Source: an optimization exercise on an open RTL-to-GDS flow (aim: small area). Production flows keep margins and buffers that such runs may drop.
Only simulation tests tie the RTL to the original design; equivalence was not proved.
Power figures rest on the tool's default switching activity, not on a simulated workload.

===== flow/flow/run.sh =====
#!/bin/bash
# The standard layout (standard.sh), with these changes:
#  - after the standard synthesis, every combinational cell gets the smallest
#    drive strength of its family (flow/downsize.py); placement's repair_design
#    then resizes or buffers where a net needs more drive;
#  - ports are buffered with sky130_fd_sc_hd__buf_1 (every port still gets its
#    own buffer);
#  - the clock tree is built from clkbuf_8 cells in clusters of up to 16 sinks,
#    without dummy loads.
# Each step's output goes to its own log here; ORFS keeps each tool's log under
# orfs/logs/.
set -euo pipefail
R=orfs/results/sky130hd/ws5_fdc/base
LIB="$FLOW_HOME/platforms/sky130hd/lib/sky130_fd_sc_hd__tt_025C_1v80.lib"
bash standard.sh synth > make_synth.log 2>&1
python3 flow/downsize.py "$LIB" "$R/1_2_yosys.v" > downsize.log 2>&1
rm -f "$R/1_synth.odb" "$R/1_synth.sdc"
bash standard.sh \
  "BUFFER_PORTS_ARGS=-buffer_cell sky130_fd_sc_hd__buf_1" \
  "CTS_ARGS=-sink_clustering_enable -repair_clock_nets -dont_use_dummy_load -buf_list sky130_fd_sc_hd__clkbuf_8 -sink_clustering_size 16 -sink_clustering_max_diameter 80" \
  finish > make_finish.log 2>&1

===== flow/flow/downsize.py =====
#!/usr/bin/env python3
"""Give every combinational cell of a mapped netlist the smallest drive strength of its
family (same function name, same pins), e.g. nor3_2 -> nor3_1. Registers and tie cells are
left alone. Later repair (repair_design) resizes or buffers where a net needs more drive.
usage: downsize.py LIB NETLIST  (rewrites NETLIST in place, prints a summary)"""
import re
import sys
from collections import Counter

lib_path, net_path = sys.argv[1], sys.argv[2]
lib = open(lib_path).read()

cells = {}
for m in re.finditer(r'\n\s*cell\s*\(\s*"?(\w+)"?\s*\)\s*\{', lib):
    name = m.group(1)
    start = m.end()
    nxt = re.search(r'\n\s*cell\s*\(', lib[start:])
    body = lib[start:start + nxt.start()] if nxt else lib[start:]
    area = float(re.search(r'\barea\s*:\s*([\d.]+)', body).group(1))
    pins = tuple(sorted(re.findall(r'\bpin\s*\(\s*"?(\w+)"?\s*\)', body)))
    seq = bool(re.search(r'\b(ff|latch|statetable)\s*\(', body))
    dont = bool(re.search(r'dont_use\s*:\s*true', body))
    cells[name] = (area, pins, seq, dont)

def family(name):
    return re.sub(r'_\d+$', '', name)

best = {}
for name, (area, pins, seq, dont) in cells.items():
    if seq or dont or 'lpflow' in name or 'probe' in name:
        continue
    key = (family(name), pins)
    if key not in best or area < cells[best[key]][0]:
        best[key] = name

net = open(net_path).read()
changes = Counter()
saved = 0.0
out = []
for line in net.split('\n'):
    m = re.match(r'^(\s*)(sky130_fd_sc_hd__\w+)(\s+.*)$', line)
    if m:
        name = m.group(2)
        if name in cells:
            area, pins, seq, dont = cells[name]
            if not seq and not family(name).endswith('conb'):
                new = best.get((family(name), pins), name)
                if new != name:
                    changes[(name, new)] += 1
                    saved += area - cells[new][0]
                    line = m.group(1) + new + m.group(3)
    out.append(line)
open(net_path, 'w').write('\n'.join(out))
for (a, b), n in sorted(changes.items()):
    print("%4d  %s -> %s" % (n, a, b))
print("cells changed: %d, area saved: %.1f um2" % (sum(changes.values()), saved))

===== flow/standard.sh =====
#!/bin/bash
# synth_recipe.tcl (not shown) runs the flow's synth.tcl, then flattens the netlist and writes it again
# the make line also repeats each setting of config.mk as NAME=value (left out here)
make -C /OpenROAD-flow-scripts/flow DESIGN_CONFIG=/design/flow/config.mk WORK_HOME=/design/flow/orfs CLKGATE_MAP_FILE= SYNTH_SCRIPT=/design/flow/synth_recipe.tcl "${@:-finish}"

===== flow/config.mk =====
export PLATFORM = sky130hd
export DESIGN_NAME = ws5_fdc
export DESIGN_NICKNAME = ws5_fdc
export VERILOG_FILES = /design/flow/design.v
export SDC_FILE = /design/flow/constraint.sdc
export NUM_CORES = 4
export LEC_CHECK = 0
export CAP_MARGIN = 20
export CORE_MARGIN = 2
export CORE_UTILIZATION = 40
export PLACE_DENSITY = 0.6
export SLEW_MARGIN = 20
export SYNTH_HIERARCHICAL = 1
export SYNTH_MINIMUM_KEEP_SIZE = 0

===== flow/constraint.sdc =====
create_clock -name core_clock -period 10.0 [get_ports {clk}]
set_input_delay 2.0000 -clock core_clock [delete_from_list [all_inputs] [get_ports {clk}]]
set_output_delay 2.0000 -clock core_clock [all_outputs]
set_load 0.01 [all_outputs]

===== flow/design.v =====
module ws5_fdc (
    input  wire        clk,
    input  wire        rst,
    input  wire        in_valid,
    input  wire [7:0]  in_byte,
    output wire        in_ready,
    input  wire        bus_req,
    input  wire        bus_we,
    input  wire [8:0]  bus_addr,
    input  wire [1:0]  bus_size,
    input  wire [31:0] bus_wdata,
    output wire [31:0] bus_rdata,
    output wire        bus_err,
    output wire        irq
);
    reg [7*32-1:0] sh_q;        
    reg            hdr7_q;      
    reg [5:0]      cnt_q;       
    reg            pend_q;
    reg            ev_ovf_q;
    reg            ev_rsy_q;
    reg [2:0]      ie_q;
    wire       acc_ok = (bus_size == 2'd2) && (bus_addr[1:0] == 2'b00);
    wire [6:0] word   = bus_addr[8:2];
    wire       rd_en  = bus_req && !bus_we && acc_ok && !rst;
    wire       wr_en  = bus_req &&  bus_we && acc_ok && !rst;
    assign bus_err  = bus_req && (rst || !acc_ok);
    assign in_ready = !pend_q && !rst;
    assign irq      = (pend_q && ie_q[0]) || (ev_ovf_q && ie_q[1]) || (ev_rsy_q && ie_q[2]);
    wire [6:0] d0 = sh_q[7*8 +: 7];
    wire [6:0] d1 = sh_q[7*7 +: 7];
    wire [6:0] d2 = sh_q[7*6 +: 7];
    wire [6:0] d3 = sh_q[7*5 +: 7];
    wire [6:0] d4 = sh_q[7*4 +: 7];
    wire [6:0] d5 = sh_q[7*3 +: 7];
    wire [6:0] d6 = sh_q[7*2 +: 7];
    wire [6:0] d7 = sh_q[7*1 +: 7];
    wire [6:0] d8 = sh_q[7*0 +: 7];
    wire [2:0]  cls_row, cls_kind;
    wire        cls_prox;
    ws5_fdc_cls u_cls (.h(d0), .row(cls_row), .kind(cls_kind), .prox(cls_prox));
    wire [9:0]  thr_low;
    wire        thr_sign;
    ws5_fdc_thr u_thr (.m({d5[2:0], d6[6:0]}), .neg(d8[3]), .q(thr_low), .sign(thr_sign));
    wire [11:0] rot_a12;
    ws5_fdc_rot u_rot (.raw({d6[3:0], d7[6:0]}), .q(rot_a12));
    wire s0, s1p, s1n, s1f, s3, s4, s5, s8, f8, f9, f10, f11, f12, f13, f14, f15, f16,
         f17, f18, f19, f20, f21, hi, fen;
    ws5_fdc_dec u_dec (
        .rd_en(rd_en), .word(word), .pend(pend_q), .hdr7(hdr7_q),
        .s0(s0), .s1p(s1p), .s1n(s1n), .s1f(s1f), .s3(s3), .s4(s4), .s5(s5), .s8(s8),
        .f8(f8), .f9(f9), .f10(f10), .f11(f11), .f12(f12), .f13(f13), .f14(f14), .f15(f15),
        .f16(f16), .f17(f17), .f18(f18), .f19(f19), .f20(f20), .f21(f21),
        .hi(hi), .fen(fen));
    wire [7:6] frame_hi;
    wire [65:0] frame_low;
    ws5_fdc_frd u_frd (.en(fen), .k(word[4:0]), .cnt(cnt_q), .hdr7(hdr7_q),
                       .x0n(!(f13 | f15)), .x1n(!(f12 | f14 | f18)), .x2n(!f11),
                       .sh(sh_q), .ql(frame_low), .q(frame_hi));
    wire [7:6] frame_val = {frame_hi[7], frame_hi[6] ^ (f14 | f15)};
    wire cnt_nz = cnt_q != 6'd0;
    ws5_fdc_rdmux u_rd (
        .s0(s0), .s1p(s1p), .s1n(s1n), .s1f(s1f), .s3(s3), .s4(s4), .s5(s5), .s8(s8),
        .f8(f8), .f9(f9), .f10(f10), .f11(f11), .f12(f12), .f13(f13), .f14(f14), .f15(f15),
        .f16(f16), .f17(f17), .f18(f18), .f19(f19), .f20(f20), .f21(f21),
        .hi(hi), .w(word[2:0]),
        .d0(d0), .d1(d1), .d2(d2), .d3(d3), .d4(d4), .d5(d5), .d6(d6), .d7(d7), .d8(d8),
        .nd76(!d7[6]), .nd86(!d8[6]), .cnt(cnt_q),
        .mode0(cnt_nz && hdr7_q), .mode1(cnt_nz && !hdr7_q),
        .ev_ovf(ev_ovf_q), .ev_rsy(ev_rsy_q), .ie(ie_q),
        .irq0(pend_q && ie_q[0]), .irq1(ev_ovf_q && ie_q[1]), .irq2(ev_rsy_q && ie_q[2]),
        .kind(cls_kind), .row(cls_row), .prox(cls_prox),
        .thr(thr_low), .ts(thr_sign), .rot(rot_a12[10:0]), .rs(rot_a12[11]),
        .wh0(d8[0] ^ d8[1]), .wn(d8[0] & !d8[1]), .fr(frame_val), .frl(frame_low),
        .q(bus_rdata));
    wire       push, hdr7_p, pend_d, ev_ovf_d, ev_rsy_d;
    wire [5:0] cnt_d;
    wire [2:0] ie_d;
    wire [6:0] sh_in;
    ws5_fdc_ctl u_ctl (
        .rst(rst), .in_valid(in_valid), .in_byte(in_byte), .wr_en(wr_en), .word(word),
        .wdata(bus_wdata[2:0]), .cnt(cnt_q), .pend(pend_q), .hdr7(hdr7_q),
        .ev_ovf(ev_ovf_q), .ev_rsy(ev_rsy_q), .ie(ie_q),
        .push(push), .hdr7_p(hdr7_p), .sh_in(sh_in), .cnt_d(cnt_d), .pend_d(pend_d),
        .ev_ovf_d(ev_ovf_d), .ev_rsy_d(ev_rsy_d), .ie_d(ie_d));
    always @(posedge clk) begin
        if (push)
            sh_q <= {sh_q[7*31-1:0], sh_in};
    end
    always @(posedge clk) begin
        if (push)
            hdr7_q <= hdr7_p;
    end
    always @(posedge clk) begin
        cnt_q    <= cnt_d;
        pend_q   <= pend_d;
        ev_ovf_q <= ev_ovf_d;
        ev_rsy_q <= ev_rsy_d;
        ie_q     <= ie_d;
    end
endmodule
module ws5_fdc_frd (
    input  wire         en,
    input  wire [4:0]   k,
    input  wire [5:0]   cnt,
    input  wire         hdr7,
    input  wire         x0n, x1n, x2n,       
    input  wire [223:0] sh,
    output wire [65:0]  ql,      
    output wire [7:6]   q
);
    wire [4:0] pos;
    wire [5:1] c;
    assign pos[0] = ~(cnt[0] ^ k[0]);
    assign c[1]   = cnt[0] & ~k[0];
    genvar f;
    generate for (f = 1; f < 5; f = f + 1) begin : g_fa
        ws5_fdc_fa u_fa (.a(cnt[f]), .b(~k[f]), .ci(c[f]), .s(pos[f]), .co(c[f+1]));
    end endgenerate
    wire       vis = en && (cnt[5] | c[5]);
    wire [3:0]  pl_n;
    wire [7:0]  ph_n;
    wire [31:0] sel;
    genvar p, b;
    generate
        for (p = 0; p < 4; p = p + 1) begin : g_pl
            assign pl_n[p] = !(pos[1:0] == p);
        end
        for (p = 0; p < 8; p = p + 1) begin : g_ph
            assign ph_n[p] = !(vis && (pos[4:2] == p));
        end
        for (p = 0; p < 3; p = p + 1) begin : g_selx
            ws5_fdc_oai21 u_sel (.a(pl_n[p % 4]), .b(ph_n[p / 4]), .c(p == 0 ? x0n : p == 1 ? x1n : x2n),
                                 .y(sel[p]));
        end
        for (p = 3; p < 32; p = p + 1) begin : g_sel
            ws5_fdc_nor2 u_sel (.a(pl_n[p % 4]), .b(ph_n[p / 4]), .y(sel[p]));
        end
        for (b = 0; b < 7; b = b + 1) begin : g_bit
            wire [31:0] col;
            wire [10:0] n;
            for (p = 0; p < 32; p = p + 1) begin : g_col
                assign col[p] = sh[7*p + b];
            end
            ws5_fdc_aoi32 u_ao (.s(sel), .d(col), .n(n));
            if (b < 6) begin : g_low
                assign ql[11*b +: 11] = n;
            end else begin : g_b6
                assign q[6] = ~(&n);
            end
        end
    endgenerate
    assign q[7] = vis && hdr7 && (k == 5'd0);
endmodule
module ws5_fdc_aoi32 (
    input  wire [31:0] s,
    input  wire [31:0] d,
    output wire [10:0] n
);
    genvar i;
    generate for (i = 0; i < 10; i = i + 1) begin : g_n
        ws5_fdc_aoi222 u_n (.a(s[3*i]), .b(d[3*i]), .c(s[3*i+1]), .d(d[3*i+1]),
                            .e(s[3*i+2]), .f(d[3*i+2]), .y(n[i]));
    end endgenerate
    ws5_fdc_aoi22 u_n10 (.a(s[30]), .b(d[30]), .c(s[31]), .d(d[31]), .y(n[10]));
endmodule
module ws5_fdc_aoi222 (input wire a, b, c, d, e, f, output wire y);
    assign y = ~(a & b | c & d | e & f);
endmodule
module ws5_fdc_nor3 (input wire a, b, c, output wire y);
    assign y = ~(a | b | c);
endmodule
module ws5_fdc_fa (input wire a, b, ci, output wire s, co);
    assign s  = a ^ b ^ ci;
    assign co = (a & b) | (ci & (a ^ b));
endmodule
module ws5_fdc_oai21 (input wire a, b, c, output wire y);
    assign y = ~((a | b) & c);
endmodule
module ws5_fdc_nand2 (input wire a, b, output wire y);
    assign y = ~(a & b);
endmodule
module ws5_fdc_nor2 (input wire a, b, output wire y);
    assign y = ~(a | b);
endmodule
module ws5_fdc_aoi22 (input wire a, b, c, d, output wire y);
    assign y = ~(a & b | c & d);
endmodule
module ws5_fdc_dec (
    input  wire       rd_en,
    input  wire [6:0] word,
    input  wire       pend,
    input  wire       hdr7,
    output wire s0, s1p, s1n, s1f, s3, s4, s5, s8,
    output wire f8, f9, f10, f11, f12, f13, f14, f15, f16, f17, f18, f19, f20, f21,
    output wire hi,
    output wire fen
);
    wire lo   = rd_en & (word[6:5] == 2'b00);
    wire gA_n = !lo;
    wire gP_n = !(lo & pend);
    wire gN_n = !(lo & !pend);
    wire gF_n = !(lo & pend & !hdr7);
    wire gV_n = !(lo & pend & hdr7);
    wire gW_n = !(lo & !(pend & hdr7));
    assign hi  = rd_en & (word[6:3] == 4'b0100);
    assign fen = rd_en & (word[6:5] == 2'b10);
    wire [3:0] a_n;
    wire [7:0] b_n;
    genvar i;
    generate
        for (i = 0; i < 4; i = i + 1) begin : g_a
            assign a_n[i] = !(word[1:0] == i);
        end
        for (i = 0; i < 8; i = i + 1) begin : g_b
            assign b_n[i] = !(word[4:2] == i);
        end
    endgenerate
    ws5_fdc_nor3 u_s0 (.a(gA_n), .b(a_n[0]), .c(b_n[0]), .y(s0));
    ws5_fdc_nor3 u_s1p (.a(gP_n), .b(a_n[1]), .c(b_n[0]), .y(s1p));
    ws5_fdc_nor3 u_s1n (.a(gN_n), .b(a_n[1]), .c(b_n[0]), .y(s1n));
    ws5_fdc_nor3 u_s1f (.a(gF_n), .b(a_n[1]), .c(b_n[0]), .y(s1f));
    ws5_fdc_nor3 u_s3 (.a(gA_n), .b(a_n[3]), .c(b_n[0]), .y(s3));
    ws5_fdc_nor3 u_s4 (.a(gA_n), .b(a_n[0]), .c(b_n[1]), .y(s4));
    ws5_fdc_nor3 u_s5 (.a(gA_n), .b(a_n[1]), .c(b_n[1]), .y(s5));
    ws5_fdc_nor3 u_s8 (.a(gW_n), .b(a_n[0]), .c(b_n[2]), .y(s8));
    ws5_fdc_nor3 u_f8 (.a(gV_n), .b(a_n[0]), .c(b_n[2]), .y(f8));
    ws5_fdc_nor3 u_f9 (.a(gV_n), .b(a_n[1]), .c(b_n[2]), .y(f9));
    ws5_fdc_nor3 u_f10 (.a(gV_n), .b(a_n[2]), .c(b_n[2]), .y(f10));
    ws5_fdc_nor3 u_f11 (.a(gV_n), .b(a_n[3]), .c(b_n[2]), .y(f11));
    ws5_fdc_nor3 u_f12 (.a(gV_n), .b(a_n[0]), .c(b_n[3]), .y(f12));
    ws5_fdc_nor3 u_f13 (.a(gV_n), .b(a_n[1]), .c(b_n[3]), .y(f13));
    ws5_fdc_nor3 u_f14 (.a(gV_n), .b(a_n[2]), .c(b_n[3]), .y(f14));
    ws5_fdc_nor3 u_f15 (.a(gV_n), .b(a_n[3]), .c(b_n[3]), .y(f15));
    ws5_fdc_nor3 u_f16 (.a(gV_n), .b(a_n[0]), .c(b_n[4]), .y(f16));
    ws5_fdc_nor3 u_f17 (.a(gV_n), .b(a_n[1]), .c(b_n[4]), .y(f17));
    ws5_fdc_nor3 u_f18 (.a(gV_n), .b(a_n[2]), .c(b_n[4]), .y(f18));
    ws5_fdc_nor3 u_f19 (.a(gV_n), .b(a_n[3]), .c(b_n[4]), .y(f19));
    ws5_fdc_nor3 u_f20 (.a(gV_n), .b(a_n[0]), .c(b_n[5]), .y(f20));
    ws5_fdc_nor3 u_f21 (.a(gV_n), .b(a_n[1]), .c(b_n[5]), .y(f21));
endmodule
module ws5_fdc_cls (
    input  wire [6:0] h,
    output reg  [2:0] row,
    output reg  [2:0] kind,
    output wire       prox
);
    always @* begin
        if      (h[6:2] == 5'b10000)  begin row = 3'd0; kind = 3'd1; end
        else if (h[6:1] == 6'b000000) begin row = 3'd1; kind = 3'd2; end
        else if (h[5:3] == 3'b100)    begin row = 3'd2; kind = 3'd3; end
        else if (h[5:1] == 5'b11010)  begin row = 3'd3; kind = 3'd3; end
        else if (h[5:1] == 5'b10100)  begin row = 3'd4; kind = 3'd4; end
        else if (h[5:1] == 5'b11000)  begin row = 3'd5; kind = 3'd4; end
        else if (h[5:1] == 5'b10101)  begin row = 3'd6; kind = 3'd5; end
        else                          begin row = 3'd7; kind = 3'd7; end
    end
    assign prox = (row >= 3'd2) && (row <= 3'd6) && h[6];
endmodule
module ws5_fdc_thr (
    input  wire [9:0] m,
    input  wire       neg,
    output wire [9:0] q,
    output wire       sign
);
    wire [9:0] any;
    assign any[0] = 1'b0;
    genvar i;
    generate for (i = 1; i < 10; i = i + 1) begin : g_any
        assign any[i] = any[i-1] | m[i-1];
    end endgenerate
    assign q    = m ^ ({10{neg}} & any);
    assign sign = neg & (any[9] | m[9]);
endmodule
module ws5_fdc_rot (
    input  wire [10:0] raw,
    output wire [11:0] q
);
    wire lo = !raw[10] & (!raw[9] | !raw[8] | !raw[7] |
                          !(raw[6] | raw[5] | raw[4] | raw[3] | raw[2]));
    wire [10:0] y = ~raw;
    wire [11:0] c;
    assign c[0] = lo;
    assign c[1] = y[0] & c[0];
    assign c[2] = y[1] & c[1];
    assign c[3] = y[2] & c[2];
    wire   t3   = !lo | c[3];                        
    assign c[4] = y[3] & t3;
    assign c[5] = y[4] & c[4];
    assign c[6] = y[5] & c[5];
    assign c[7] = y[6] & c[6];
    assign c[8] = y[7] & c[7];
    assign c[9]  = (y[8] & !lo) | (c[8] & (y[8] | !lo));
    assign c[10] = (y[9] & !lo) | (c[9] & (y[9] | !lo));
    assign c[11] = (y[10] & !lo) | (c[10] & (y[10] | !lo));
    assign q[2:0]  = y[2:0] ^ c[2:0];
    assign q[3]    = y[3] ^ t3;
    assign q[7:4]  = y[7:4] ^ c[7:4];
    assign q[10:8] = y[10:8] ^ {3{!lo}} ^ c[10:8];
    assign q[11]   = !c[11];
endmodule
module ws5_fdc_ctl (
    input  wire       rst,
    input  wire       in_valid,
    input  wire [7:0] in_byte,
    input  wire       wr_en,
    input  wire [6:0] word,
    input  wire [2:0] wdata,
    input  wire [5:0] cnt,
    input  wire       pend,
    input  wire       hdr7,
    input  wire       ev_ovf,
    input  wire       ev_rsy,
    input  wire [2:0] ie,
    output wire       push,
    output wire       hdr7_p,
    output wire [6:0] sh_in,
    output wire [5:0] cnt_d,
    output wire       pend_d,
    output wire       ev_ovf_d,
    output wire       ev_rsy_d,
    output wire [2:0] ie_d
);
    wire wr_ctrl = wr_en && (word == 7'd2);
    wire srst    = wr_ctrl && wdata[1];
    wire ack     = wr_ctrl && !wdata[1] && wdata[0] && pend;
    wire wr_ev   = wr_en && (word == 7'd3);
    wire wr_ie   = wr_en && (word == 7'd4);
    assign push    = in_valid && !pend && !rst;
    wire   cnt_z   = (cnt == 6'd0);
    wire   restart = srst || in_byte[7] || cnt[5];           
    wire   at0     = restart || cnt_z;
    wire [5:0] cnt_inc = cnt + 6'd1;
    assign hdr7_p  = at0 ? in_byte[7] : hdr7;
    wire   bin_done = !restart && hdr7 && (cnt[4:0] == 5'd8);
    wire   asc_done = (in_byte == 8'h0D) && (at0 || !hdr7);
    assign sh_in   = asc_done ? 7'h00 : in_byte[6:0];
    wire   clr     = srst || ack;
    assign cnt_d    = rst ? 6'd0 : push ? (restart ? 6'd1 : cnt_inc) : clr ? 6'd0 : cnt;
    assign pend_d   = rst ? 1'b0 : push ? (bin_done || asc_done) : clr ? 1'b0 : pend;
    assign ev_ovf_d = !rst && ((push && !in_byte[7] && !srst && cnt[5]) ||
                               (ev_ovf && !srst && !(wr_ev && wdata[0])));
    assign ev_rsy_d = !rst && ((push && in_byte[7] && !srst && !cnt_z) ||
                               (ev_rsy && !srst && !(wr_ev && wdata[1])));
    assign ie_d     = rst ? 3'b000 : wr_ie ? wdata : ie;
endmodule
module ws5_fdc_rdmux (
    input  wire s0,
    input  wire s1p,
    input  wire s1n,
    input  wire s1f,
    input  wire s3,
    input  wire s4,
    input  wire s5,
    input  wire s8,
    input  wire f8,
    input  wire f9,
    input  wire f10,
    input  wire f11,
    input  wire f12,
    input  wire f13,
    input  wire f14,
    input  wire f15,
    input  wire f16,
    input  wire f17,
    input  wire f18,
    input  wire f19,
    input  wire f20,
    input  wire f21,
    input  wire [6:0]  d0, d1, d2, d3, d4, d5, d6, d7, d8,
    input  wire        nd76, nd86,
    input  wire [5:0]  cnt,
    input  wire        mode0, mode1,
    input  wire        ev_ovf, ev_rsy,
    input  wire [2:0]  ie,
    input  wire        irq0, irq1, irq2,
    input  wire [2:0]  kind, row,
    input  wire        prox,
    input  wire [9:0]  thr,
    input  wire        ts,
    input  wire [10:0] rot,
    input  wire        rs,
    input  wire        wh0, wn,
    input  wire [7:6]  fr,
    input  wire [65:0] frl,
    input  wire        hi,
    input  wire [2:0]  w,
    output wire [31:0] q
);
    wire sel_s1p = s1p;
    wire sel_f20 = f20;
    wire sel_f9 = f9;
    wire sel_f10 = f10;
    wire sel_f21 = f21;
    wire sel_s3 = s3;
    wire sel_s4 = s4;
    wire sel_s5 = s5;
    wire sel_f8 = f8;
    wire sel_f19 = f19;
    wire sel_f16 = f16;
    wire sel_f17 = f17;
    wire n0;
    ws5_fdc_aoi222 u_n0 (.a(sel_f20), .b(d2[2]), .c(sel_f9), .d(d3[5]), .e(sel_f10), .f(d5[3]), .y(n0));
    wire n1;
    ws5_fdc_aoi222 u_n1 (.a(sel_f21), .b(d7[5]), .c(sel_s3), .d(ev_ovf), .e(sel_s4), .f(ie[0]), .y(n1));
    wire n2;
    ws5_fdc_aoi222 u_n2 (.a(sel_s5), .b(irq0), .c(sel_f8), .d(kind[0]), .e(sel_f19), .f(rot[0]), .y(n2));
    wire n3;
    ws5_fdc_aoi22 u_n3 (.a(sel_f16), .b(thr[0]), .c(sel_f17), .d(wh0), .y(n3));
    wire sel_s1f = s1f;
    wire sg0;
    wire n4;
    ws5_fdc_nand2 u_n4 (.a(sel_f17), .b(wn), .y(n4));
    assign sg0 = ~(n4);
    wire cr1 = hi & ((w == 3'd1) | (w == 3'd3) | (w == 3'd4) | (w == 3'd5) | (w == 3'd6));
    wire n5;
    ws5_fdc_aoi222 u_n5 (.a(sel_f20), .b(d2[3]), .c(sel_f9), .d(d3[6]), .e(sel_f10), .f(d5[4]), .y(n5));
    wire n6;
    ws5_fdc_aoi222 u_n6 (.a(sel_f21), .b(d7[6]), .c(sel_s3), .d(ev_rsy), .e(sel_s4), .f(ie[1]), .y(n6));
    wire n7;
    ws5_fdc_aoi222 u_n7 (.a(sel_s5), .b(irq1), .c(sel_f8), .d(kind[1]), .e(sel_f19), .f(rot[1]), .y(n7));
    wire n8;
    ws5_fdc_nand2 u_n8 (.a(sel_f16), .b(thr[1]), .y(n8));
    wire sel_s1n = s1n;
    wire cr2 = hi & ((w == 3'd0) | (w == 3'd1) | (w == 3'd3) | (w == 3'd4) | (w == 3'd5) | (w == 3'd6));
    wire n9;
    ws5_fdc_aoi222 u_n9 (.a(sel_f9), .b(d2[0]), .c(sel_f20), .d(d2[4]), .e(sel_f10), .f(d5[5]), .y(n9));
    wire n10;
    ws5_fdc_aoi222 u_n10 (.a(sel_f21), .b(d6[0]), .c(sel_s4), .d(ie[2]), .e(sel_s5), .f(irq2), .y(n10));
    wire n11;
    ws5_fdc_aoi222 u_n11 (.a(sel_f8), .b(kind[2]), .c(sel_s1n), .d(mode0), .e(sel_f19), .f(rot[2]), .y(n11));
    wire n12;
    ws5_fdc_nand2 u_n12 (.a(sel_f16), .b(thr[2]), .y(n12));
    wire sel_s8 = s8;
    wire cr3 = hi & ((w == 3'd0) | (w == 3'd1) | (w == 3'd2) | (w == 3'd3) | (w == 3'd4) | (w == 3'd5) | (w == 3'd6));
    wire n13;
    ws5_fdc_aoi222 u_n13 (.a(sel_f9), .b(d2[1]), .c(sel_f20), .d(d2[5]), .e(sel_f10), .f(d5[6]), .y(n13));
    wire n14;
    ws5_fdc_aoi222 u_n14 (.a(sel_f21), .b(d6[1]), .c(sel_s1n), .d(mode1), .e(sel_f19), .f(rot[3]), .y(n14));
    wire n15;
    ws5_fdc_aoi22 u_n15 (.a(sel_f8), .b(row[0]), .c(sel_f16), .d(thr[3]), .y(n15));
    wire sel_s1n_s8 = s1n | s8;
    wire cr4 = hi & ((w == 3'd0) | (w == 3'd1) | (w == 3'd2) | (w == 3'd3) | (w == 3'd4) | (w == 3'd5) | (w == 3'd6));
    wire n16;
    ws5_fdc_aoi222 u_n16 (.a(sel_f9), .b(d2[2]), .c(sel_f20), .d(d2[6]), .e(sel_f10), .f(d4[0]), .y(n16));
    wire n17;
    ws5_fdc_aoi222 u_n17 (.a(sel_f21), .b(d6[2]), .c(sel_f19), .d(rot[4]), .e(sel_f8), .f(row[1]), .y(n17));
    wire n18;
    ws5_fdc_nand2 u_n18 (.a(sel_f16), .b(thr[4]), .y(n18));
    wire sel_s0_s8 = s0 | s8;
    wire cr5 = hi & ((w == 3'd0) | (w == 3'd1) | (w == 3'd2) | (w == 3'd3) | (w == 3'd4) | (w == 3'd5) | (w == 3'd6));
    wire n19;
    ws5_fdc_aoi222 u_n19 (.a(sel_f20), .b(d1[0]), .c(sel_f9), .d(d2[3]), .e(sel_f10), .f(d4[1]), .y(n19));
    wire n20;
    ws5_fdc_aoi222 u_n20 (.a(sel_f21), .b(d6[3]), .c(sel_f19), .d(rot[5]), .e(sel_f8), .f(row[2]), .y(n20));
    wire n21;
    ws5_fdc_nand2 u_n21 (.a(sel_f16), .b(thr[5]), .y(n21));
    wire cr6 = hi & ((w == 3'd0) | (w == 3'd1));
    wire n22;
    ws5_fdc_aoi222 u_n22 (.a(sel_f8), .b(d0[0]), .c(sel_f20), .d(d1[1]), .e(sel_f9), .f(d2[4]), .y(n22));
    wire n23;
    ws5_fdc_aoi222 u_n23 (.a(sel_f10), .b(d4[2]), .c(sel_f21), .d(d6[4]), .e(sel_f19), .f(rot[6]), .y(n23));
    wire n24;
    ws5_fdc_nand2 u_n24 (.a(sel_f16), .b(thr[6]), .y(n24));
    wire sel_f11 = f11;
    wire sel_f18 = f18;
    wire sg1;
    wire sel_f12 = f12;
    wire sel_f13 = f13;
    wire n25;
    ws5_fdc_aoi222 u_n25 (.a(sel_f12), .b(d7[6]), .c(sel_f13), .d(d8[6]), .e(sel_f17), .f(wn), .y(n25));
    assign sg1 = ~(n25);
    wire cr7 = hi & ((w == 3'd0) | (w == 3'd1) | (w == 3'd2) | (w == 3'd3) | (w == 3'd4) | (w == 3'd5) | (w == 3'd6));
    wire n26;
    ws5_fdc_aoi222 u_n26 (.a(sel_f20), .b(d1[2]), .c(sel_f9), .d(d2[5]), .e(sel_f10), .f(d4[3]), .y(n26));
    wire n27;
    ws5_fdc_aoi222 u_n27 (.a(sel_f11), .b(d5[0]), .c(sel_f18), .d(d6[0]), .e(sel_f21), .f(d6[5]), .y(n27));
    wire n28;
    ws5_fdc_aoi222 u_n28 (.a(sel_f8), .b(prox), .c(sel_f19), .d(rot[7]), .e(sel_f16), .f(thr[7]), .y(n28));
    wire sel_s0 = s0;
    wire n29;
    ws5_fdc_aoi222 u_n29 (.a(sel_s1p), .b(cnt[0]), .c(sel_f20), .d(d1[3]), .e(sel_f9), .f(d2[6]), .y(n29));
    wire n30;
    ws5_fdc_aoi222 u_n30 (.a(sel_f10), .b(d4[4]), .c(sel_f11), .d(d5[1]), .e(sel_f18), .f(d6[1]), .y(n30));
    wire n31;
    ws5_fdc_aoi222 u_n31 (.a(sel_f21), .b(d6[6]), .c(sel_f19), .d(rot[8]), .e(sel_f16), .f(thr[8]), .y(n31));
    wire cr9 = hi & ((w == 3'd6));
    wire n32;
    ws5_fdc_aoi222 u_n32 (.a(sel_s1p), .b(cnt[1]), .c(sel_f9), .d(d1[0]), .e(sel_f20), .f(d1[4]), .y(n32));
    wire n33;
    ws5_fdc_aoi222 u_n33 (.a(sel_f10), .b(d4[5]), .c(sel_f21), .d(d5[0]), .e(sel_f11), .f(d5[2]), .y(n33));
    wire n34;
    ws5_fdc_aoi222 u_n34 (.a(sel_f18), .b(d6[2]), .c(sel_f19), .d(rot[9]), .e(sel_f16), .f(thr[9]), .y(n34));
    wire sg2;
    wire n35;
    ws5_fdc_aoi222 u_n35 (.a(sel_f12), .b(d7[6]), .c(sel_f13), .d(d8[6]), .e(sel_f16), .f(ts), .y(n35));
    wire n36;
    ws5_fdc_nand2 u_n36 (.a(sel_f17), .b(wn), .y(n36));
    assign sg2 = ~(n35 & n36);
    wire cr10 = hi & ((w == 3'd3));
    wire n37;
    ws5_fdc_aoi222 u_n37 (.a(sel_s1p), .b(cnt[2]), .c(sel_f9), .d(d1[1]), .e(sel_f20), .f(d1[5]), .y(n37));
    wire n38;
    ws5_fdc_aoi222 u_n38 (.a(sel_f10), .b(d4[6]), .c(sel_f21), .d(d5[1]), .e(sel_f18), .f(d6[3]), .y(n38));
    wire n39;
    ws5_fdc_nand2 u_n39 (.a(sel_f19), .b(rot[10]), .y(n39));
    wire sg3;
    wire n40;
    ws5_fdc_aoi222 u_n40 (.a(sel_f12), .b(d7[6]), .c(sel_f13), .d(d8[6]), .e(sel_f19), .f(rs), .y(n40));
    wire n41;
    ws5_fdc_aoi22 u_n41 (.a(sel_f16), .b(ts), .c(sel_f17), .d(wn), .y(n41));
    assign sg3 = ~(n40 & n41);
    wire cr11 = hi & ((w == 3'd4) | (w == 3'd6));
    wire n42;
    ws5_fdc_aoi222 u_n42 (.a(sel_s1p), .b(cnt[3]), .c(sel_f9), .d(d1[2]), .e(sel_f20), .f(d1[6]), .y(n42));
    wire n43;
    ws5_fdc_aoi22 u_n43 (.a(sel_f10), .b(d3[0]), .c(sel_f21), .d(d5[2]), .y(n43));
    wire cr12 = hi & ((w == 3'd3) | (w == 3'd5));
    wire n44;
    ws5_fdc_aoi222 u_n44 (.a(sel_s1p), .b(cnt[4]), .c(sel_f9), .d(d1[3]), .e(sel_f10), .f(d3[1]), .y(n44));
    wire n45;
    ws5_fdc_nand2 u_n45 (.a(sel_f21), .b(d5[3]), .y(n45));
    wire cr13 = hi & ((w == 3'd2) | (w == 3'd3) | (w == 3'd4) | (w == 3'd5) | (w == 3'd6));
    wire n46;
    ws5_fdc_aoi222 u_n46 (.a(sel_s1p), .b(cnt[5]), .c(sel_f9), .d(d1[4]), .e(sel_f10), .f(d3[2]), .y(n46));
    wire n47;
    ws5_fdc_nand2 u_n47 (.a(sel_f21), .b(d5[4]), .y(n47));
    wire cr14 = hi & ((w == 3'd0));
    wire n48;
    ws5_fdc_aoi222 u_n48 (.a(sel_f9), .b(d1[5]), .c(sel_f10), .d(d3[3]), .e(sel_f21), .f(d5[5]), .y(n48));
    wire cr15 = hi & ((w == 3'd0) | (w == 3'd1) | (w == 3'd2) | (w == 3'd3) | (w == 3'd4) | (w == 3'd5) | (w == 3'd6));
    wire n49;
    ws5_fdc_aoi222 u_n49 (.a(sel_f9), .b(d1[6]), .c(sel_f10), .d(d3[4]), .e(sel_f21), .f(d5[6]), .y(n49));
    wire cr16 = hi & ((w == 3'd0) | (w == 3'd2) | (w == 3'd3) | (w == 3'd6));
    wire n50;
    ws5_fdc_aoi222 u_n50 (.a(sel_s1n), .b(cnt[0]), .c(sel_f8), .d(d0[0]), .e(sel_f21), .f(d4[0]), .y(n50));
    wire cr17 = hi & ((w == 3'd1) | (w == 3'd2) | (w == 3'd3));
    wire n51;
    ws5_fdc_aoi222 u_n51 (.a(sel_s1n), .b(cnt[1]), .c(sel_f8), .d(d0[1]), .e(sel_f21), .f(d4[1]), .y(n51));
    wire cr18 = hi & ((w == 3'd4) | (w == 3'd5) | (w == 3'd6));
    wire n52;
    ws5_fdc_aoi222 u_n52 (.a(sel_s1n), .b(cnt[2]), .c(sel_f8), .d(d0[2]), .e(sel_f21), .f(d4[2]), .y(n52));
    wire n53;
    ws5_fdc_aoi222 u_n53 (.a(sel_s1n), .b(cnt[3]), .c(sel_f8), .d(d0[3]), .e(sel_f21), .f(d4[3]), .y(n53));
    wire n54;
    ws5_fdc_aoi222 u_n54 (.a(sel_s1n), .b(cnt[4]), .c(sel_f8), .d(d0[4]), .e(sel_f21), .f(d4[4]), .y(n54));
    wire n55;
    ws5_fdc_aoi222 u_n55 (.a(sel_s1n), .b(cnt[5]), .c(sel_f8), .d(d0[5]), .e(sel_f21), .f(d4[5]), .y(n55));
    wire n56;
    ws5_fdc_aoi22 u_n56 (.a(sel_f8), .b(d0[6]), .c(sel_f21), .d(d4[6]), .y(n56));
    wire n57;
    ws5_fdc_nand2 u_n57 (.a(sel_f21), .b(d3[0]), .y(n57));
    wire n58;
    ws5_fdc_nand2 u_n58 (.a(sel_f21), .b(d3[1]), .y(n58));
    wire n59;
    ws5_fdc_nand2 u_n59 (.a(sel_f21), .b(d3[2]), .y(n59));
    wire n60;
    ws5_fdc_nand2 u_n60 (.a(sel_f21), .b(d3[3]), .y(n60));
    wire n61;
    ws5_fdc_nand2 u_n61 (.a(sel_f21), .b(d3[4]), .y(n61));
    wire n62;
    ws5_fdc_nand2 u_n62 (.a(sel_f21), .b(d3[5]), .y(n62));
    wire n63;
    ws5_fdc_nand2 u_n63 (.a(sel_f21), .b(d3[6]), .y(n63));
    wire n64;
    ws5_fdc_nand2 u_n64 (.a(sel_f21), .b(d2[0]), .y(n64));
    wire n65;
    ws5_fdc_nand2 u_n65 (.a(sel_f21), .b(d2[1]), .y(n65));
    assign q[0] = ~(n0 & n1 & n2 & n3 & frl[0] & frl[1] & frl[2] & frl[3] & frl[4] & frl[5] & frl[6] & frl[7] & frl[8] & frl[9] & frl[10]) | sel_s1p;
    assign q[1] = ~(n5 & n6 & n7 & n8 & frl[11] & frl[12] & frl[13] & frl[14] & frl[15] & frl[16] & frl[17] & frl[18] & frl[19] & frl[20] & frl[21]) | sel_s1f | sg0 | cr1;
    assign q[2] = ~(n9 & n10 & n11 & n12 & frl[22] & frl[23] & frl[24] & frl[25] & frl[26] & frl[27] & frl[28] & frl[29] & frl[30] & frl[31] & frl[32]) | sg0 | cr2;
    assign q[3] = ~(n13 & n14 & n15 & frl[33] & frl[34] & frl[35] & frl[36] & frl[37] & frl[38] & frl[39] & frl[40] & frl[41] & frl[42] & frl[43]) | sel_s8 | sg0 | cr3;
    assign q[4] = ~(n16 & n17 & n18 & frl[44] & frl[45] & frl[46] & frl[47] & frl[48] & frl[49] & frl[50] & frl[51] & frl[52] & frl[53] & frl[54]) | sel_s1n_s8 | sg0 | cr4;
    assign q[5] = ~(n19 & n20 & n21 & frl[55] & frl[56] & frl[57] & frl[58] & frl[59] & frl[60] & frl[61] & frl[62] & frl[63] & frl[64] & frl[65]) | sel_s0_s8 | sg0 | cr5;
    assign q[6] = ~(n22 & n23 & n24) | sg0 | cr6 | fr[6];
    assign q[7] = ~(n26 & n27 & n28) | sg1 | cr7 | fr[7];
    assign q[8] = ~(n29 & n30 & n31) | sel_s0 | sg1;
    assign q[9] = ~(n32 & n33 & n34) | sg1 | cr9;
    assign q[10] = ~(n37 & n38 & n39) | sg2 | cr10;
    assign q[11] = ~(n42 & n43) | sel_s0 | sg3 | cr11;
    assign q[12] = ~(n44 & n45) | sg3 | cr12;
    assign q[13] = ~(n46 & n47) | sg3 | cr13;
    assign q[14] = ~(n48) | sg3 | cr14;
    assign q[15] = ~(n49) | sg3 | cr15;
    assign q[16] = ~(n50) | sg3 | cr16;
    assign q[17] = ~(n51) | sel_s0 | sg3 | cr17;
    assign q[18] = ~(n52) | sel_s0 | sg3 | cr18;
    assign q[19] = ~(n53) | sg3;
    assign q[20] = ~(n54) | sg3;
    assign q[21] = ~(n55) | sg3;
    assign q[22] = ~(n56) | sg3;
    assign q[23] = ~(n57) | sel_f8 | sg3;
    assign q[24] = ~(n58) | sg3;
    assign q[25] = ~(n59) | sg3;
    assign q[26] = ~(n60) | sg3;
    assign q[27] = ~(n61) | sg3;
    assign q[28] = ~(n62) | sg3;
    assign q[29] = ~(n63) | sg3;
    assign q[30] = ~(n64) | sg3;
    assign q[31] = ~(n65) | sg3;
endmodule

==> run_summary.xml, run 1 <==
<?xml version="1.0" encoding="UTF-8"?>
<metrics>
  <group name="floorplan">
    <metric name="die_height" unit="um">167</metric>
    <metric name="floorplan.initialDensity" unit="%">40.8</metric>
    <metric name="die_area" unit="um^2">27900</metric>
    <metric name="floorplan.io_pins" unit="">91</metric>
    <metric name="core_area" unit="um^2">26100</metric>
    <metric name="die_width" unit="um">167</metric>
    <metric name="cell_row_count" unit="">59</metric>
  </group>
  <group name="timing">
    <metric name="post_route_fraction_of_the_period_consumed_by_the_critical_path" unit="%">86.1</metric>
    <metric name="worst_pin_slew" unit="ns">1.07</metric>
    <metric name="fin_ws" unit="ns">1.39</metric>
    <metric name="worst_clock_skew" unit="ns">0.0407</metric>
    <metric name="slew_headroom" unit="%">28.8</metric>
    <metric name="setup-violations-final" unit="">0</metric>
    <metric name="period_needed" unit="ns">8.61</metric>
    <metric name="report.final.slew_viol_count" unit="">0</metric>
    <metric name="rsz0062_at_grt" unit="">no</metric>
    <metric name="timing.final.hold_violations" unit="">0</metric>
    <metric name="tns" unit="ns">0</metric>
    <metric name="fmax" unit="MHz">116</metric>
  </group>
  <group name="placement">
    <metric name="post_placement_setup_slack" unit="ns">1.45</metric>
    <metric name="dp_cells" unit="">1165</metric>
    <metric name="hpwlAfterDp" unit="um">22000</metric>
    <metric name="place_congestion" unit="">0.962</metric>
    <metric name="placedInstanceArea" unit="um^2">11400</metric>
    <metric name="port_buffers" unit="">61</metric>
  </group>
  <group name="drt">
    <metric name="num_vias" unit="">7886</metric>
    <metric name="vias_per_cell" unit="">6.66</metric>
    <metric name="routedWlPerCell" unit="um">26.0</metric>
    <metric name="drt_pass1_iterations" unit="">10</metric>
    <metric name="finalWirelength" unit="um">30800</metric>
    <metric name="remaining_drc_errors" unit="">0</metric>
    <metric name="detailedRoute.firstIterationViolations" unit="">1893</metric>
    <metric name="ant_nets" unit="">0</metric>
  </group>
  <group name="critical_path">
    <metric name="most_frequent_cp_cell" unit="">fa_1</metric>
    <metric name="critical_path.cell_chain" unit="">buf_1 &gt; buf_4 &gt; inv_1 &gt; ha_1 &gt; fa_1 &gt; fa_1 &gt; fa_1 &gt; fa_1 &gt; o21a_1 &gt; nand3b_1 &gt; o21ai_0 &gt; buf_4 &gt; a222oi_1 &gt; nand4_1 &gt; or3_1 &gt; xnor2_1 &gt; nor2_1 &gt; o21ai_0 &gt; buf_1</metric>
    <metric name="critical_path.startpoint_type" unit="">input pin</metric>
    <metric name="nature_of_the_critical_path_endpoint" unit="">output port</metric>
    <metric name="cp_data_required_time" unit="ns">8.00</metric>
    <metric name="crit_slowest_cell" unit="">a222oi_1</metric>
    <metric name="critPathKind" unit="">in2out</metric>
    <metric name="cp.arrival" unit="ns">6.61</metric>
    <metric name="critPathMaxStageDelay" unit="ns">0.48</metric>
    <metric name="crit_fanout" unit="">19</metric>
  </group>
  <group name="job">
    <metric name="max_cap_violations" unit="">0</metric>
  </group>
  <group name="global_route">
    <metric name="grt_pass1_vias" unit="">7274</metric>
    <metric name="antenna_found_initial" unit="">0</metric>
    <metric name="overflow" unit="">0</metric>
    <metric name="first_pass_grt_wire_length" unit="um">46400</metric>
    <metric name="overall_fraction_of_global_route_tracks_in_use" unit="%">21.5</metric>
    <metric name="maximum_number_of_pins_on_one_net_before_global_route_repair" unit="">84</metric>
  </group>
  <group name="clock_network">
    <metric name="clk-insertion-delay-late" unit="ns">0.53</metric>
    <metric name="post_cts.resized_instances" unit="">0</metric>
    <metric name="cts.root.buffer_cell" unit="">clkbuf_8</metric>
    <metric name="cts.repair_timing.setup_buffer_count" unit="">0</metric>
    <metric name="tritoncts" unit="">done</metric>
    <metric name="cts.path.max_buffers" unit="">3</metric>
    <metric name="cts.sink_count" unit="">237</metric>
    <metric name="cts.htree.levels" unit="">1</metric>
    <metric name="numCtsBuffers" unit="">18</metric>
    <metric name="number_of_buffers_inserted_for_hold_repair_after_clock_tree_synthesis" unit="">0</metric>
    <metric name="cts.clk_slew.worst_paths" unit="ns">0.10</metric>
  </group>
  <group name="cells_and_area">
    <metric name="design.final.nets" unit="">925</metric>
    <metric name="layout.area.seq" unit="um^2">7000</metric>
    <metric name="multi_input_comb_area" unit="um^2">3510</metric>
    <metric name="post-route-cell-area" unit="um^2">11700</metric>
    <metric name="post_route_cells_drive_above_1_share" unit="%">4.95</metric>
    <metric name="area_delta_synth_final" unit="%">9.51</metric>
    <metric name="finalNonFillerCells" unit="">1184</metric>
    <metric name="antenna_cells" unit="">0</metric>
    <metric name="fillers" unit="">2370</metric>
  </group>
  <group name="pwr">
    <metric name="combinationalPowerShare" unit="%">4.7</metric>
    <metric name="share_seq_of_total_power" unit="%">68.5</metric>
    <metric name="power_density" unit="nW/um^2">145</metric>
    <metric name="internal_power" unit="uW">1310</metric>
    <metric name="p_clk_share" unit="%">26.8</metric>
    <metric name="ir_drop" unit="mV">0.104</metric>
    <metric name="power.leakage" unit="uW">0.00385</metric>
    <metric name="switching_share" unit="%">22.4</metric>
    <metric name="switching_power" unit="uW">379</metric>
  </group>
  <group name="status">
    <metric name="status" unit="">complete, no violations</metric>
  </group>
  <group name="min_path">
    <metric name="hold_path_class" unit="">reg2reg</metric>
  </group>
  <group name="synth">
    <metric name="synthCells" unit="">766</metric>
    <metric name="synth_area_per_cell" unit="um^2">13.9</metric>
    <metric name="synth.cell_area" unit="um^2">10600</metric>
    <metric name="yosysWarningCount" unit="">8</metric>
    <metric name="post_synthesis_net_count" unit="">840</metric>
  </group>
</metrics>
## layer usage
| layer | global-route usage [%] | share of wire, % | up-vias |
|---|---|---|---|
| li1 | - | - | 3419 |
| met1 | 32.9 | 43 | 3928 |
| met2 | 31.7 | 43 | 477 |
| met3 | 3.68 | 11 | 62 |
| met4 | 5.58 | 3.1 | 0 |
| met5 | 0 | 0 | - |
## worst max-delay path: cells and delay by family
kind	cells	cell delay, ns
xor gates and xnor gates	1	0.15
buffers and inverters	5	0.76
and+or+nand+nor	4	0.95
adders and majority gates	5	1.77
AOI/OAI and AO/OA	4	0.98
## state kept, by name, indices dropped and copies added, names as in the netlist
| register | count |
|---|---|
| hdr7_q | 1 |
| ev_ovf_q | 1 |
| cnt_q | 6 |
| pend_q | 1 |
| sh_q | 224 |
| ev_rsy_q | 1 |
| ie_q | 3 |
## path summary, 6_finish.rpt
kind	endpoint	slack [ns]	depth (start not counted)	start
max reg2reg	sh_q[99]	7.12	3	pend_q
max	bus_rdata[6]	1.39	19	bus_addr[2]
min reg2reg	sh_q[120]	0.42	0	sh_q[113]
min	sh_q[120]	0.42	0	sh_q[113]
## metrics by stage
stage	hold slack (ns)	power [uW]	util [%]
4_1_cts	0.415	1700	44.7
5_1_grt	0.425	1750	44.7
3_5_place_dp	0.432	1260	43.7
2_1_floorplan	0.425	1220	-
6_report	0.421	1690	44.7
3_3_place_gp	0.427	1260	43.7
## layout by cell type (no fill, tap or decap), types with 4 or more instances in the layout
| cell type | instances |
|---|---|
| o21ai_0 | 12 |
| a21o_1 | 5 |
| edfxtp_1 | 225 |
| and3_1 | 4 |
| nand2b_1 | 10 |
| nor4_1 | 5 |
| buf_1 | 61 |
| nor3_1 | 23 |
| nor2_1 | 55 |
| xnor2_1 | 13 |
| or4_1 | 5 |
| dfxtp_1 | 12 |
| ha_1 | 12 |
| nor2b_1 | 9 |
| nand3b_1 | 8 |
| clkbuf_8 | 18 |
| a21oi_1 | 10 |
| nand4_1 | 26 |
| buf_4 | 20 |
| fa_1 | 6 |
| and2_0 | 5 |
| nand4b_1 | 5 |
| a22oi_1 | 12 |
| inv_1 | 27 |
| a222oi_1 | 113 |
| nand2_1 | 62 |
| nand3_1 | 18 |
## power by group through the flow
stage	Sequential, uW	Clock, uW	Combinational [uW]
finish	1160	453	79.9
global route	1160	500	87.0
CTS	1160	469	79.1
detailed placement	1180	0	78.8
global placement	1180	0	77.8
floorplan	1170	0	51.9
## area by class of cell
cell class | count | share of cell area, %
tap | 335 | 3.60
timing repair buffer | 81 | 3.25
multi-input combinational | 486 | 30.1
inverter | 27 | 0.870
sequential | 237 | 60.1
clock buffer | 18 | 2.13
==> run 2: changes to the inputs <==
--- a/flow/flow/run.sh
+++ b/flow/flow/run.sh
@@ -7,3 +7,3 @@
 #    own buffer);
-#  - the clock tree is built from clkbuf_8 cells in clusters of up to 16 sinks,
+#  - the clock tree is built from clkbuf_4 cells in clusters of up to 10 sinks,
 #    without dummy loads.
@@ -19,3 +19,3 @@
   "BUFFER_PORTS_ARGS=-buffer_cell sky130_fd_sc_hd__buf_1" \
-  "CTS_ARGS=-sink_clustering_enable -repair_clock_nets -dont_use_dummy_load -buf_list sky130_fd_sc_hd__clkbuf_8 -sink_clustering_size 16 -sink_clustering_max_diameter 80" \
+  "CTS_ARGS=-sink_clustering_enable -repair_clock_nets -dont_use_dummy_load -buf_list sky130_fd_sc_hd__clkbuf_4 -sink_clustering_size 10 -sink_clustering_max_diameter 60" \
   finish > make_finish.log 2>&1
--- a/flow/config.mk
+++ b/flow/config.mk
@@ -7,7 +7,8 @@
 export LEC_CHECK = 0
-export CAP_MARGIN = 20
+export CAP_MARGIN = 5
 export CORE_MARGIN = 2
-export CORE_UTILIZATION = 40
-export PLACE_DENSITY = 0.6
-export SLEW_MARGIN = 20
+export CORE_UTILIZATION = 60
+export GPL_TIMING_DRIVEN = 0
+export PLACE_DENSITY = 0.75
+export SLEW_MARGIN = 5
 export SYNTH_HIERARCHICAL = 1
==> run_summary.xml, run 2 <==
<?xml version="1.0" encoding="UTF-8"?>
<metrics>
  <group name="status">
    <metric name="status" unit="">complete, no violations</metric>
  </group>
  <group name="timing">
    <metric name="worst_clock_skew" unit="ns">0.0555</metric>
    <metric name="tns" unit="ns">0</metric>
    <metric name="fmax" unit="MHz">107</metric>
    <metric name="final.hold.worst_slack" unit="ns">0.460</metric>
    <metric name="timing.final.hold_violations" unit="">0</metric>
    <metric name="fin_ws" unit="ns">0.619</metric>
    <metric name="setup-violations-final" unit="">0</metric>
    <metric name="worst_pin_slew" unit="ns">1.25</metric>
    <metric name="rsz0062_at_grt" unit="">no</metric>
    <metric name="period_needed" unit="ns">9.38</metric>
    <metric name="report.final.slew_viol_count" unit="">0</metric>
    <metric name="post_route_fraction_of_the_period_consumed_by_the_critical_path" unit="%">93.8</metric>
    <metric name="slew_headroom" unit="%">16.1</metric>
  </group>
  <group name="drt">
    <metric name="ant_nets" unit="">0</metric>
    <metric name="routedWlPerCell" unit="um">28.8</metric>
    <metric name="drt_pass1_iterations" unit="">10</metric>
    <metric name="remaining_drc_errors" unit="">0</metric>
    <metric name="finalWirelength" unit="um">31600</metric>
    <metric name="num_vias" unit="">8268</metric>
    <metric name="vias_per_cell" unit="">7.52</metric>
    <metric name="detailedRoute.firstIterationViolations" unit="">1773</metric>
  </group>
  <group name="critical_path">
    <metric name="rr_startpoint" unit="">pend_q</metric>
    <metric name="critPathMaxStageDelay" unit="ns">0.80</metric>
    <metric name="cp.arrival" unit="ns">7.38</metric>
    <metric name="critical_path.startpoint_type" unit="">input pin</metric>
    <metric name="critPathCapture" unit="">bus_rdata[6]</metric>
    <metric name="most_frequent_cp_cell" unit="">fa_1</metric>
    <metric name="nature_of_the_critical_path_endpoint" unit="">output port</metric>
    <metric name="critPathKind" unit="">in2out</metric>
    <metric name="critical_path.cell_chain" unit="">buf_1 &gt; inv_1 &gt; ha_1 &gt; fa_1 &gt; fa_1 &gt; fa_1 &gt; fa_1 &gt; o21a_1 &gt; nand3b_1 &gt; o21ai_0 &gt; a222oi_1 &gt; nand4_1 &gt; or3_1 &gt; xnor2_1 &gt; nor2_1 &gt; o21ai_0 &gt; buf_1</metric>
    <metric name="reg2reg_to" unit="">sh_q[86]</metric>
    <metric name="cp_data_required_time" unit="ns">8.00</metric>
    <metric name="startpoint" unit="">bus_addr[2]</metric>
    <metric name="crit_slowest_cell" unit="">a222oi_1</metric>
    <metric name="crit_fanout" unit="">11</metric>
    <metric name="reg2reg_slack" unit="ns">7.11</metric>
    <metric name="timing.reg2reg.worst_path_depth" unit="">8</metric>
  </group>
  <group name="global_route">
    <metric name="first_pass_grt_wire_length" unit="um">47600</metric>
    <metric name="overall_fraction_of_global_route_tracks_in_use" unit="%">34.1</metric>
    <metric name="maximum_number_of_pins_on_one_net_before_global_route_repair" unit="">23</metric>
    <metric name="overflow" unit="">0</metric>
    <metric name="grt_pass1_vias" unit="">7890</metric>
    <metric name="antenna_found_initial" unit="">1</metric>
  </group>
  <group name="synth">
    <metric name="synthCells" unit="">766</metric>
    <metric name="yosysWarningCount" unit="">8</metric>
    <metric name="synth_area_per_cell" unit="um^2">13.9</metric>
    <metric name="post_synthesis_net_count" unit="">840</metric>
    <metric name="synth.cell_area" unit="um^2">10600</metric>
  </group>
  <group name="cells_and_area">
    <metric name="design.final.nets" unit="">949</metric>
    <metric name="mostFrequentLayoutCells" unit="">edfxtp_1 (225), a222oi_1 (113), buf_1 (72), nand2_1 (62), nor2_1 (55)</metric>
    <metric name="largest_register_by_flop_count" unit="">sh_q</metric>
    <metric name="fillers" unit="">1241</metric>
    <metric name="most_common_library_cell_in_the_layout_ignoring_fill_and_taps" unit="">edfxtp_1</metric>
    <metric name="area_delta_synth_final" unit="%">9.74</metric>
    <metric name="post_route_cells_drive_above_1_share" unit="%">6.30</metric>
    <metric name="largest_reg_flops" unit="">224</metric>
    <metric name="reg.largest.list" unit="">sh_q x224, cnt_q x6, ie_q x3</metric>
  </group>
  <group name="pwr">
    <metric name="totalPowerFinal" unit="uW">1670</metric>
    <metric name="power_density" unit="nW/um^2">143</metric>
    <metric name="ir_drop" unit="mV">0.119</metric>
    <metric name="power.leakage" unit="uW">0.00390</metric>
  </group>
  <group name="placement">
    <metric name="port_buffers" unit="">61</metric>
    <metric name="post_placement_setup_slack" unit="ns">0.927</metric>
    <metric name="place_congestion" unit="">0.961</metric>
    <metric name="hpwlAfterDp" unit="um">22900</metric>
  </group>
  <group name="floorplan">
    <metric name="floorplan.initialDensity" unit="%">61.5</metric>
    <metric name="die_width" unit="um">137</metric>
    <metric name="die_height" unit="um">137</metric>
    <metric name="cell_row_count" unit="">48</metric>
    <metric name="floorplan.io_pins" unit="">91</metric>
    <metric name="core_area" unit="um^2">17300</metric>
    <metric name="die_area" unit="um^2">18800</metric>
  </group>
  <group name="min_path">
    <metric name="hold_path_class" unit="">reg2reg</metric>
  </group>
  <group name="clock_network">
    <metric name="cts.clk_slew.worst_paths" unit="ns">0.11</metric>
    <metric name="cts.root.buffer_cell" unit="">clkbuf_4</metric>
    <metric name="cts.repair_timing.setup_buffer_count" unit="">0</metric>
    <metric name="post_cts.resized_instances" unit="">0</metric>
    <metric name="tritoncts" unit="">done</metric>
    <metric name="number_of_buffers_inserted_for_hold_repair_after_clock_tree_synthesis" unit="">0</metric>
    <metric name="cts.htree.levels" unit="">1</metric>
    <metric name="clk-insertion-delay-late" unit="ns">0.67</metric>
    <metric name="cts.sink_count" unit="">237</metric>
    <metric name="cts.path.max_buffers" unit="">3</metric>
    <metric name="numCtsBuffers" unit="">28</metric>
  </group>
  <group name="job">
    <metric name="max_cap_violations" unit="">0</metric>
  </group>
</metrics>
## run 2: cell types whose count changed in the layout (fill, tap and decap cells not counted), moves of 2 or more
cell / before / now
nor3_2: 3 / 8
clkbuf_4: 0 / 28
buf_8: 0 / 10
clkbuf_8: 18 / 0
buf_1: 61 / 72
nor3_1: 23 / 18
clkbuf_1: 0 / 5
buf_16: 0 / 2
buf_6: 0 / 3
buf_4: 20 / 3
## run 2: worst max-delay path: cells and delay by family
family / cells / cell delay (ns)
AOI/OAI and AO/OA: 4 / 1.54
xor gates and xnor gates: 1 / 0.27
adders and majority gates: 5 / 1.83
buffers and inverters: 3 / 0.69
and+or+nand+nor: 4 / 1.06
## run 2: metrics by stage
step	util [%]	instances	cell area, um^2
floorplan	-	766	10700
global placement	64.5	1052	11200
detailed placement	66.2	1070	11500
CTS	67.4	1098	11700
global route	67.5	1099	11700
finish	67.5	1099	11700
## run 2: layer usage
layer | vias to the layer above | track usage, % | wire (um)
met1 | 3961 | 46.5 | 11600
met5 | - | 0 | 0
li1 | 3489 | - | -
met3 | 120 | 7.15 | 3920
met2 | 698 | 52.2 | 14500
met4 | 0 | 17.5 | 1620
## run 2: worst min path at each step
stage	from	end	slack [ns]	cells after the start
6_report	sh_q[145]	sh_q[152]	0.46	0
5_1_grt	sh_q[136]	sh_q[143]	0.46	0
4_1_cts	sh_q[104]	sh_q[111]	0.44	0
3_5_place_dp	sh_q[98]	sh_q[105]	0.43	0
2_1_floorplan	sh_q[105]	sh_q[112]	0.43	0
3_3_place_gp	sh_q[111]	sh_q[118]	0.43	0
## run 2: where the power goes
group	total, uW	internal [uW]	switching (uW)
registers	1160	1120	33.2
clock network	420	128	292
logic	88.2	30.7	57.5
total	1670	1280	383
## run 2: area by class of cell
class / count / area [um^2] / share of cell area [%]
Antenna cell: 1 / 2.50 / 0.0214
Buffer: 16 / 60.1 / 0.514
Clock buffer: 28 / 210 / 1.80
Inverter: 27 / 101 / 0.868
Multi-Input combinational cell: 486 / 3530 / 30.3
Sequential cell: 237 / 7000 / 59.9
Tap cell: 225 / 282 / 2.41
Timing Repair Buffer: 79 / 490 / 4.20
==> run 3: changes to the inputs <==
--- a/flow/config.mk
+++ b/flow/config.mk
@@ -10,3 +10,2 @@
 export CORE_UTILIZATION = 60
-export GPL_TIMING_DRIVEN = 0
 export PLACE_DENSITY = 0.75
==> run_summary.xml, run 3 <==
<?xml version="1.0" encoding="UTF-8"?>
<metrics>
  <group name="critical_path">
    <metric name="nature_of_the_critical_path_endpoint" unit="">output port</metric>
    <metric name="path_depth" unit="">17</metric>
    <metric name="cp.arrival" unit="ns">6.73</metric>
    <metric name="timing.reg2reg.worst_path_depth" unit="">6</metric>
    <metric name="critPathMaxStageDelay" unit="ns">0.67</metric>
    <metric name="path_buf_inv" unit="">3</metric>
    <metric name="critPathKind" unit="">in2out</metric>
    <metric name="crit_slowest_cell" unit="">a222oi_1</metric>
    <metric name="critical-path-top-delay-family" unit="">adder cells</metric>
    <metric name="critical_path.cell_chain" unit="">buf_1 &gt; inv_1 &gt; ha_1 &gt; fa_1 &gt; fa_1 &gt; fa_1 &gt; fa_1 &gt; o21a_1 &gt; nand3b_1 &gt; o21ai_0 &gt; a222oi_1 &gt; nand4_1 &gt; or3_1 &gt; xnor2_1 &gt; nor2_1 &gt; o21ai_0 &gt; buf_1</metric>
    <metric name="critical_path.startpoint_type" unit="">input pin</metric>
    <metric name="cp_data_required_time" unit="ns">8.00</metric>
    <metric name="most_frequent_cp_cell" unit="">fa_1</metric>
    <metric name="crit_fanout" unit="">7</metric>
  </group>
  <group name="clock_network">
    <metric name="numCtsBuffers" unit="">28</metric>
    <metric name="clk-insertion-delay-late" unit="ns">0.68</metric>
    <metric name="number_of_buffers_inserted_for_hold_repair_after_clock_tree_synthesis" unit="">0</metric>
    <metric name="cts.root.buffer_cell" unit="">clkbuf_4</metric>
    <metric name="cts.htree.levels" unit="">1</metric>
    <metric name="cts.sink_count" unit="">237</metric>
    <metric name="cts.path.max_buffers" unit="">3</metric>
    <metric name="cts.clk_slew.worst_paths" unit="ns">0.11</metric>
    <metric name="post_cts.resized_instances" unit="">0</metric>
    <metric name="cts.repair_timing.setup_buffer_count" unit="">0</metric>
    <metric name="tritoncts" unit="">done</metric>
  </group>
  <group name="floorplan">
    <metric name="core_area" unit="um^2">17300</metric>
    <metric name="die_height" unit="um">137</metric>
    <metric name="floorplan.io_pins" unit="">91</metric>
    <metric name="floorplan.initialDensity" unit="%">61.5</metric>
    <metric name="cell_row_count" unit="">48</metric>
    <metric name="die_area" unit="um^2">18800</metric>
    <metric name="die_width" unit="um">137</metric>
  </group>
  <group name="cells_and_area">
    <metric name="layout.area.seq" unit="um^2">7000</metric>
    <metric name="largest_register_by_flop_count" unit="">sh_q</metric>
    <metric name="area_delta_synth_final" unit="%">7.61</metric>
    <metric name="mostFrequentLayoutCells" unit="">edfxtp_1 (225), a222oi_1 (113), nand2_1 (62), buf_1 (61), nor2_1 (55)</metric>
    <metric name="post-route-cell-area" unit="um^2">11400</metric>
    <metric name="finalNonFillerCells" unit="">1080</metric>
    <metric name="reg.largest.list" unit="">sh_q x224, cnt_q x6, ie_q x3</metric>
    <metric name="largest_reg_flops" unit="">224</metric>
    <metric name="design.final.nets" unit="">930</metric>
    <metric name="most_common_library_cell_in_the_layout_ignoring_fill_and_taps" unit="">edfxtp_1</metric>
    <metric name="post_route_cells_drive_above_1_share" unit="%">5.39</metric>
    <metric name="fillers" unit="">1257</metric>
    <metric name="multi_input_comb_area" unit="um^2">3500</metric>
  </group>
  <group name="synth">
    <metric name="post_synthesis_net_count" unit="">840</metric>
    <metric name="synth_area_per_cell" unit="um^2">13.9</metric>
    <metric name="synthCells" unit="">766</metric>
    <metric name="synth.cell_area" unit="um^2">10600</metric>
    <metric name="yosysWarningCount" unit="">8</metric>
  </group>
  <group name="global_route">
    <metric name="overflow" unit="">0</metric>
    <metric name="first_pass_grt_wire_length" unit="um">46700</metric>
    <metric name="overall_fraction_of_global_route_tracks_in_use" unit="%">33.3</metric>
    <metric name="grt_use_met1" unit="%">46.5</metric>
    <metric name="top_usage_layer" unit="">met2</metric>
    <metric name="groute.layer.met2.usage" unit="%">52.8</metric>
    <metric name="maximum_number_of_pins_on_one_net_before_global_route_repair" unit="">179</metric>
    <metric name="met3_usage" unit="%">5.07</metric>
    <metric name="grt_pass1_vias" unit="">7736</metric>
    <metric name="antenna_found_initial" unit="">1</metric>
  </group>
  <group name="min_path">
    <metric name="hold_path_class" unit="">reg2reg</metric>
    <metric name="holdPathStages" unit="">0</metric>
  </group>
  <group name="job">
    <metric name="max_cap_violations" unit="">0</metric>
  </group>
  <group name="timing">
    <metric name="report.final.slew_viol_count" unit="">0</metric>
    <metric name="fin_ws" unit="ns">1.27</metric>
    <metric name="rsz0062_at_grt" unit="">no</metric>
    <metric name="post_route_fraction_of_the_period_consumed_by_the_critical_path" unit="%">87.3</metric>
    <metric name="worst_clock_skew" unit="ns">0.0691</metric>
    <metric name="setup-violations-final" unit="">0</metric>
    <metric name="tns" unit="ns">0</metric>
    <metric name="timing.final.hold_violations" unit="">0</metric>
    <metric name="slew_headroom" unit="%">12.6</metric>
    <metric name="fmax" unit="MHz">115</metric>
    <metric name="period_needed" unit="ns">8.73</metric>
    <metric name="worst_pin_slew" unit="ns">1.30</metric>
  </group>
  <group name="drt">
    <metric name="drt_pass1_iterations" unit="">14</metric>
    <metric name="ant_nets" unit="">0</metric>
    <metric name="routedWlPerCell" unit="um">28.4</metric>
    <metric name="remaining_drc_errors" unit="">0</metric>
    <metric name="detailedRoute.firstIterationViolations" unit="">1708</metric>
    <metric name="num_vias" unit="">8195</metric>
    <metric name="finalWirelength" unit="um">30700</metric>
    <metric name="vias_per_cell" unit="">7.59</metric>
  </group>
  <group name="pwr">
    <metric name="power.leakage" unit="uW">0.00383</metric>
    <metric name="power_density" unit="nW/um^2">145</metric>
    <metric name="totalPowerFinal" unit="uW">1660</metric>
    <metric name="ir_drop" unit="mV">0.108</metric>
  </group>
  <group name="placement">
    <metric name="post_placement_setup_slack" unit="ns">1.46</metric>
    <metric name="place_congestion" unit="">1.04</metric>
    <metric name="placedInstanceArea" unit="um^2">11200</metric>
    <metric name="dp_cells" unit="">1051</metric>
    <metric name="hpwlAfterDp" unit="um">21900</metric>
    <metric name="port_buffers" unit="">61</metric>
  </group>
  <group name="status">
    <metric name="status" unit="">complete, no violations</metric>
  </group>
</metrics>
## run 3: worst paths after layout
path,startpoint,endpoint,slack (ns)
hold / removal,sh_q[118],sh_q[125],0.42
hold reg to reg,sh_q[118],sh_q[125],0.42
setup / recovery,bus_addr[2],bus_rdata[6],1.27
setup reg to reg,cnt_q[0],sh_q[3],7.58
## run 3: area by class of cell
cell class                 instances  share of cell area [%]
tap                              225                    2.46
antenna                            1                  0.0219
timing repair buffer              76                    3.09
sequential                       237                    61.1
clock buffer                      28                    1.84
inverter                          27                   0.885
multi-input combinational        486                    30.6
## run 3: power breakdown
group          internal, uW  switching [uW]  total [uW]
combinational          24.0            55.8        79.8
sequential             1130            33.9        1160
clock                   128             291         419
total                  1280             380        1660
## run 3: metal layers
| layer | vias to the layer above | routed length [um] |
|---|---|---|
| met1 | 3954 | 11400 |
| li1 | 3460 | - |
| met5 | - | 0 |
| met2 | 666 | 14200 |
| met3 | 115 | 3610 |
| met4 | 0 | 1560 |
## run 3: metrics by stage
stage	hold WS [ns]	util, %
floorplan	0.425	-
global placement	0.431	65.0
detailed placement	0.432	65.0
CTS	0.391	66.2
global route	0.441	66.2
finish	0.417	66.2

-- afterwards: timing with drivers on the ports --
Ports are ideal in the flow. The routed layouts listed here were re-timed in OpenROAD.
Step 1 assumes that a clkbuf_16 drives the clock port and a buf_2 every other input.
Step 2, shift: input delay + t, output delay - t, t = (earliest + latest rising clock arrival at the registers) / 2. This alone moves slack from input paths to output paths.
Slacks: ideal / step 1 / step 2; pairs: ideal / step 1.
run | t (ns) | setup slack, ns | worst setup path after step 2 | cell pins on the clock port's net
run 1 | 0.554 | 1.391 / 1.369 / 1.369 | input to output | 1
run 2 | 0.686 | 0.619 / 0.595 / 0.595 | input to output | 1
run 3 | 0.691 | 1.269 / 1.242 / 1.242 | input to output | 1
After both steps every run listed still meets setup and hold. For run 3, which loses most, drivers alone change the setup slack by -0.027 ns; drivers and shift together by -0.027 ns.
